This is an optimization exercise on Yosys and OpenROAD, whose aim is small area, a short achievable clock period and few clock cycles per item, not a production implementation. RTL that was checked went through simulation tests only; none was proved equivalent to the original. Power is estimated from default activity; no workload was simulated.

## pepper
// bcmseq
module bcmseq #(
    parameter [15:0] BASE_LOOP_TICKS = 16'd8,
    parameter [15:0] CALL_OVERHEAD   = 16'd2,
    parameter [15:0] FIRST_INTERVAL  = 16'd100
) (
    input  wire        clk,
    input  wire        rst,
    input  wire        cmd_valid,
    input  wire [51:0] cmd,
    output reg         cmd_ready,
    output reg         rsp_valid,
    output wire [7:0]  rsp,
    input  wire [1:0]  rot,
    output reg         hm_en,
    output reg         hm_we,
    output reg  [10:0] hm_addr,
    output wire [7:0]  hm_wdata,
    input  wire [7:0]  hm_rdata,
    output reg         sm_en,
    output reg  [10:0] sm_addr,
    input  wire [7:0]  sm_rdata,
    output reg         tmr_load,
    output wire [15:0] tmr_period,
    output reg         tmr_stop,
    input  wire        tmr_expire,
    output reg         p_blank,
    output reg         p_lat,
    output reg         p_clk,
    output reg  [3:0]  p_addr,
    output reg  [5:0]  p_data
);
    localparam [3:0] OP_BEGIN    = 4'h1,
                     OP_STOP     = 4'h2,
                     OP_SETPIXEL = 4'h3,
                     OP_SWAPREQ  = 4'h4,
                     OP_RDSTAT   = 4'h5,
                     OP_COPYFWD  = 4'h6,
  ...
export LEC_CHECK = 0
export CAP_MARGIN = 20
export CORE_MARGIN = 2
export CORE_UTILIZATION = 40
export CTS_BUF_LIST = sky130_fd_sc_hd__clkbuf_8
export CTS_CLUSTER_SIZE = 20
export SETUP_SLACK_MARGIN = 3.9
export SLEW_MARGIN = 20
export BUFFER_PORTS_ARGS = -buffer_cell sky130_fd_sc_hd__buf_1
create_clock -name core_clock -period 6.0 [get_ports {clk}]
standard.sh (not shown) runs the stock make flow with config.mk's settings and CLKGATE_MAP_FILE= SYNTH_SCRIPT=/design/flow/synth_recipe.tcl, a recipe that flattens the netlist after the stock synthesis.
==> flow/flow/run.sh <==
#!/bin/bash
# Standard layout, with the port buffers that buffer_ports inserts made
# sky130_fd_sc_hd__buf_1 (the resizer may still size them up) instead of the
# delay cell it picks by default. Every port still gets its own buffer.
set -euo pipefail
echo 'export BUFFER_PORTS_ARGS = -buffer_cell sky130_fd_sc_hd__buf_1' >> config.mk
bash standard.sh > standard_flow.log 2>&1
Per the final summary, pepper finished and its layout is clean on timing, DRC and antenna.
Testbench counts of pepper, summed over its fixed seeds: cycles 49,192, ticks 768.
#### Input delta (onyx over pepper)
- SETUP_SLACK_MARGIN changed from 3.9 to 3.5
- CORE_UTILIZATION changed from 40 to 60
--- outcome ---
Compared to pepper, onyx has met3 global-route usage 0.56 points higher.
Total wirelength of the detailed-routed design on onyx is down relative to pepper.
Relative to pepper, onyx degrades fmax.
What onyx reported for worst ir drop on vdd has to be multiplied by 0.926 to get the figure for pepper.
### onyx -> lagoon
- changing CORE_UTILIZATION from 60 to 40
- changing SETUP_SLACK_MARGIN from 3.5 to 3.9
- setting ABC_AREA to 1 for the first time
==> run summary <==
On total met3 wirelength after detailed routing: between onyx and lagoon, it ends up lower for onyx. Internal power (onyx / lagoon): 1.07. Most common cell after layout, fill and taps aside = sky130_fd_sc_hd__buf_1: onyx; most common cell after layout, fill and taps aside = sky130_fd_sc_hd__nand2_1: lagoon. Looking at number of nets in the final layout across onyx and lagoon, the one that comes out higher is lagoon. Re sequential cell count: no difference whatsoever between onyx and lagoon. Part of the total power dissipated in sequential elements (higher): lagoon.
### lagoon -> sierra
- TNS_END_PERCENT now 5, previously not set
- SETUP_SLACK_MARGIN now 3.8, was 3.9
- ABC_AREA no longer set, was 1
### Flow results
- Any difference in initial core utilization between lagoon and sierra is small enough to ignore.
- Against lagoon, sierra reports a routed wire length that is lower.
- sierra has power share of the clock group above what lagoon had.
- Cells: sierra has fewer instances than lagoon
The inputs of harbor differ from those of sierra as listed below.
- a deleted TNS_END_PERCENT that had been 5
- an added ABC_AREA of 1
### Flow results
No stage failed in harbor, and the final checks on the layout all came back clean.
Static leakage up 11% in harbor wrt sierra
harbor ends up with a required time at the worst-slack endpoint that is 1.48 ns lower than in sierra.
Status: final sequential cell count parity (sierra, harbor)
Compared with sierra, harbor shows final total power higher by 8.0%.
Delta (harbor minus sierra): final setup slack of the worst path picked up an extra 0.14 ns, fraction of area in non-clock buffers went down, routed via count divided by cell count now sits lower, final design utilization rose 0.51 points.
Run comparison: harbor most frequent standard cell in the layout excluding fill and tap cells sky130_fd_sc_hd__nand2_1; sierra most frequent standard cell in the layout excluding fill and tap cells sky130_fd_sc_hd__buf_1

* * *

Setup of alpha:
bcmseq, a different RTL version from the one above (not shown whole).
Size: about 590 cells after synthesis, ~120 flip-flops, roughly 150 I/O pins, ~0.0058 sq mm of cells after synthesis.
clock: 6.0 ns
lec_check: 0
cap_margin: 20
core_margin: 2
core_utilization: 40
setup_slack_margin: 3.5
slew_margin: 20
buffer_ports_args: -buffer_cell sky130_fd_sc_hd__buf_1
Scripts as last shown in full above: flow/flow/run.sh
Inputs modified between alpha and beta:
Settings: putting CTS_BUF_LIST at sky130_fd_sc_hd__clkbuf_8 where nothing was set; putting CTS_CLUSTER_SIZE at 20 where nothing was set.
Notes after the runs:
Summary of beta over alpha: relative contribution of the clock network to total power lost 6.7 points, final non-filler cell total flat, headroom to the max-slew limit now smaller, clock-buffer cell count -26%, leakage power now sits lower.
Of the two values seen for main power-consuming group, sequential cells was produced by beta and the clock network by alpha.
Between alpha and beta, the global routing usage on met2 is lower for beta.
Summary: power in the clock group, beta better than alpha
Per the comparison of beta with alpha, non-clock buffer contribution to total cell area went up by 0.18 points; wire length decreased by 120 um relative to the old numbers.
Function was not checked in any run of this note: the RTL went through the layout flow alone.

* * *

Another version of the RTL of bcmseq (not shown whole).
For scale: about 680 cells after synthesis, roughly 110 flip-flops, about 150 I/O pins, ~5400 µm² of cells after synthesis.
## bcmseq
module bcmseq #(
    parameter [15:0] BASE_LOOP_TICKS = 16'd8,
    parameter [15:0] CALL_OVERHEAD   = 16'd2,
    parameter [15:0] FIRST_INTERVAL  = 16'd100
) (
    input  wire        clk,
    input  wire        rst,
    input  wire        cmd_valid,
    input  wire [51:0] cmd,
    output reg         cmd_ready,
    output reg         rsp_valid,
    output wire [7:0]  rsp,
    input  wire [1:0]  rot,
    output reg         hm_en,
    output reg         hm_we,
    output reg  [10:0] hm_addr,
    output wire [7:0]  hm_wdata,
    input  wire [7:0]  hm_rdata,
    output reg         sm_en,
    output reg  [10:0] sm_addr,
    input  wire [7:0]  sm_rdata,
    output reg         tmr_load,
    output wire [15:0] tmr_period,
    output reg         tmr_stop,
    input  wire        tmr_expire,
    output reg         p_blank,
    output reg         p_lat,
    output reg         p_clk,
    output reg  [3:0]  p_addr,
    output reg  [5:0]  p_data
);
    localparam [3:0] OP_BEGIN    = 4'h1,
                     OP_STOP     = 4'h2,
                     OP_SETPIXEL = 4'h3,
                     OP_SWAPREQ  = 4'h4,
                     OP_RDSTAT   = 4'h5,
                     OP_COPYFWD  = 4'h6,
                     OP_BUFRD    = 4'h7,
                     OP_BUFWR    = 4'h8;
    localparam [15:0] BC2  = BASE_LOOP_TICKS + {CALL_OVERHEAD[14:0], 1'b0};
    localparam [15:0] DUR0 = BC2 - CALL_OVERHEAD;
    localparam [15:0] DUR1 = {BC2[14:0], 1'b0} - CALL_OVERHEAD;
    localparam [15:0] DUR2 = {BC2[13:0], 2'b0} - CALL_OVERHEAD;
    localparam [15:0] DUR3 = {BC2[12:0], 3'b0} - CALL_OVERHEAD;
    function [4:0] band_hi(input [2:0] r, input [1:0] b);
        begin
            case ({r, b})
  ...
Settings: LEC_CHECK=0, ABC_AREA=1, ABC_CLOCK_PERIOD_IN_PS=2100, CAP_MARGIN=20, CORE_MARGIN=2, CORE_UTILIZATION=40, CTS_BUF_LIST=sky130_fd_sc_hd__clkbuf_8, CTS_CLUSTER_SIZE=20, SETUP_SLACK_MARGIN=3.8, SLEW_MARGIN=20, BUFFER_PORTS_ARGS=-buffer_cell sky130_fd_sc_hd__buf_1; clock period 6.0 ns.
Scripts as last shown in full above: flow/flow/run.sh
The baseline completed with no timing, DRC or antenna violations.
Testbench counts at the start, summed over its fixed seeds: cycles 49,192, ticks 768.
Then changed:
- ABC_CLOCK_PERIOD_IN_PS: 2100 -> default
- PLACE_DENSITY: default -> 0.7
Final cell count grows by 0.30%.
Global-route usage shrinks by 1.3 points.
Sequential share of layout area shrinks by 0.14 points.
Critical path depth stays the same.
Synthesized cell count stays the same.
Power is about the same.
Then changed:
- CTS_BUF_LIST: sky130_fd_sc_hd__clkbuf_8 -> sky130_fd_sc_hd__clkbuf_16
- CTS_CLUSTER_SIZE: 20 -> 40
- PLACE_DENSITY: 0.7 -> default
Synthesized cell count does not change.
Power increases by roughly a tenth.
Non-clock buffer count is unchanged.
Final area increases slightly.
Core utilization goes up by 0.78 points.
Die area stays the same.
Then changed:
- CTS_BUF_LIST: sky130_fd_sc_hd__clkbuf_16 -> sky130_fd_sc_hd__clkbuf_8
- CTS_CLUSTER_SIZE: 40 -> 20
- GPL_TIMING_DRIVEN: default -> 1
=>
- first-iteration DRC count decreases by 0.74%
- hold slack improves by 0.0033 ns
- clock power falls by 24%
- sequential power barely changes
- wire length falls by 0.80%
- sequential cell count stays the same
- sequential share of layout area is higher by 0.85 points
- setup slack barely changes

* * *

== run A ==
bcmseq again, from the RTL that the note above started with.
==> flow/config.mk <==
export PLATFORM = sky130hd
export DESIGN_NAME = bcmseq
export DESIGN_NICKNAME = bcmseq
export VERILOG_FILES = /design/flow/design.v
export SDC_FILE = /design/flow/constraint.sdc
export NUM_CORES = 4
export LEC_CHECK = 0
export ABC_AREA = 1
export CAP_MARGIN = 20
export CORE_MARGIN = 2
export CORE_UTILIZATION = 40
export CTS_BUF_LIST = sky130_fd_sc_hd__clkbuf_8
export CTS_CLUSTER_SIZE = 20
export SETUP_SLACK_MARGIN = 3.75
export SLEW_MARGIN = 20
export BUFFER_PORTS_ARGS = -buffer_cell sky130_fd_sc_hd__buf_1
==> flow/constraint.sdc <==
create_clock -name core_clock -period 6.0 [get_ports {clk}]
set_input_delay 1.2000 -clock core_clock [delete_from_list [all_inputs] [get_ports {clk}]]
set_output_delay 1.2000 -clock core_clock [all_outputs]
set_load 0.01 [all_outputs]
Scripts as last shown in full above: flow/flow/run.sh
Run A did not stop at any stage, and its layout met the timing, DRC and antenna checks.
Testbench counts of run A, summed over its fixed seeds: cycles 49,192, ticks 768.
#### Input delta (run B over run A)
diff --git a/flow/config.mk b/flow/config.mk
--- a/flow/config.mk
+++ b/flow/config.mk
@@ -12,0 +13 @@
+export CTS_CLUSTER_DIAMETER = 40
@@ -14 +15 @@
-export SETUP_SLACK_MARGIN = 3.75
+export SETUP_SLACK_MARGIN = 3.8
## What came out
- Relative to run A, share of layout cells above drive strength 1 has increased by 0.37 points in run B.
- Worst-case vdd ir drop in run B vs run A: up about 8%
- | post-route cell area | run B vs run A | ≈ equal |
- Compared to run A, the routing of run B uses more wire.
- Run A -> run B: total power consumption of the routed design decreased by a few percent

[separate check: timing with driven ports]
The flow's constraints put no driver on any port. The routed layouts listed below were extracted and timed again, unchanged, in two steps. Step 1 sets driving cells, clkbuf_16 on the clock port and buf_2 on the other inputs (assumed; they add their load-dependent delay and slew). Step 2 also shifts input and output timing later by t, the mid clock arrival at the registers, as if the neighbouring blocks saw the same clock. Three values: no drivers, after step 1, after step 2; two values: the first two.
run	t (ns)	setup slack, ns	hold slack, ns	clock arrival spread, ns	cell pins on the clock port's net
pepper	0.411	3.843 / 3.840 / 3.429	0.479 / 0.479 / 0.479	0.019 / 0.019	1
onyx	0.401	3.638 / 3.639 / 3.238	0.471 / 0.471 / 0.471	0.013 / 0.013	1
lagoon	0.421	3.825 / 3.789 / 3.558	0.454 / 0.454 / 0.454	0.021 / 0.021	1
sierra	0.416	3.718 / 3.722 / 3.310	0.474 / 0.474 / 0.474	0.021 / 0.020	1
harbor	0.421	3.853 / 3.817 / 3.515	0.466 / 0.466 / 0.466	0.010 / 0.010	1
alpha	0.452	3.734 / 3.693 / 3.442	0.460 / 0.460 / 0.460	0.017 / 0.016	1
beta	0.461	3.626 / 3.629 / 3.168	0.462 / 0.462 / 0.462	0.023 / 0.023	1
the first run of note 3	0.414	3.851 / 3.817 / 3.495	0.466 / 0.466 / 0.466	0.016 / 0.017	1
the second run of note 3	0.411	3.860 / 3.829 / 3.540	0.450 / 0.450 / 0.450	0.021 / 0.020	1
the third run of note 3	0.387	3.852 / 3.813 / 3.498	0.463 / 0.463 / 0.463	0.013 / 0.013	1
the fourth run of note 3	0.414	3.851 / 3.817 / 3.495	0.466 / 0.466 / 0.466	0.016 / 0.017	1
run A	0.416	3.817 / 3.781 / 3.487	0.457 / 0.457 / 0.457	0.018 / 0.017	1
run B	0.414	3.851 / 3.817 / 3.495	0.466 / 0.466 / 0.466	0.016 / 0.017	1
After both steps setup and hold are still met in every run listed. For beta, which loses most, drivers alone change the setup slack by +0.003 ns; drivers and shift together by -0.458 ns.
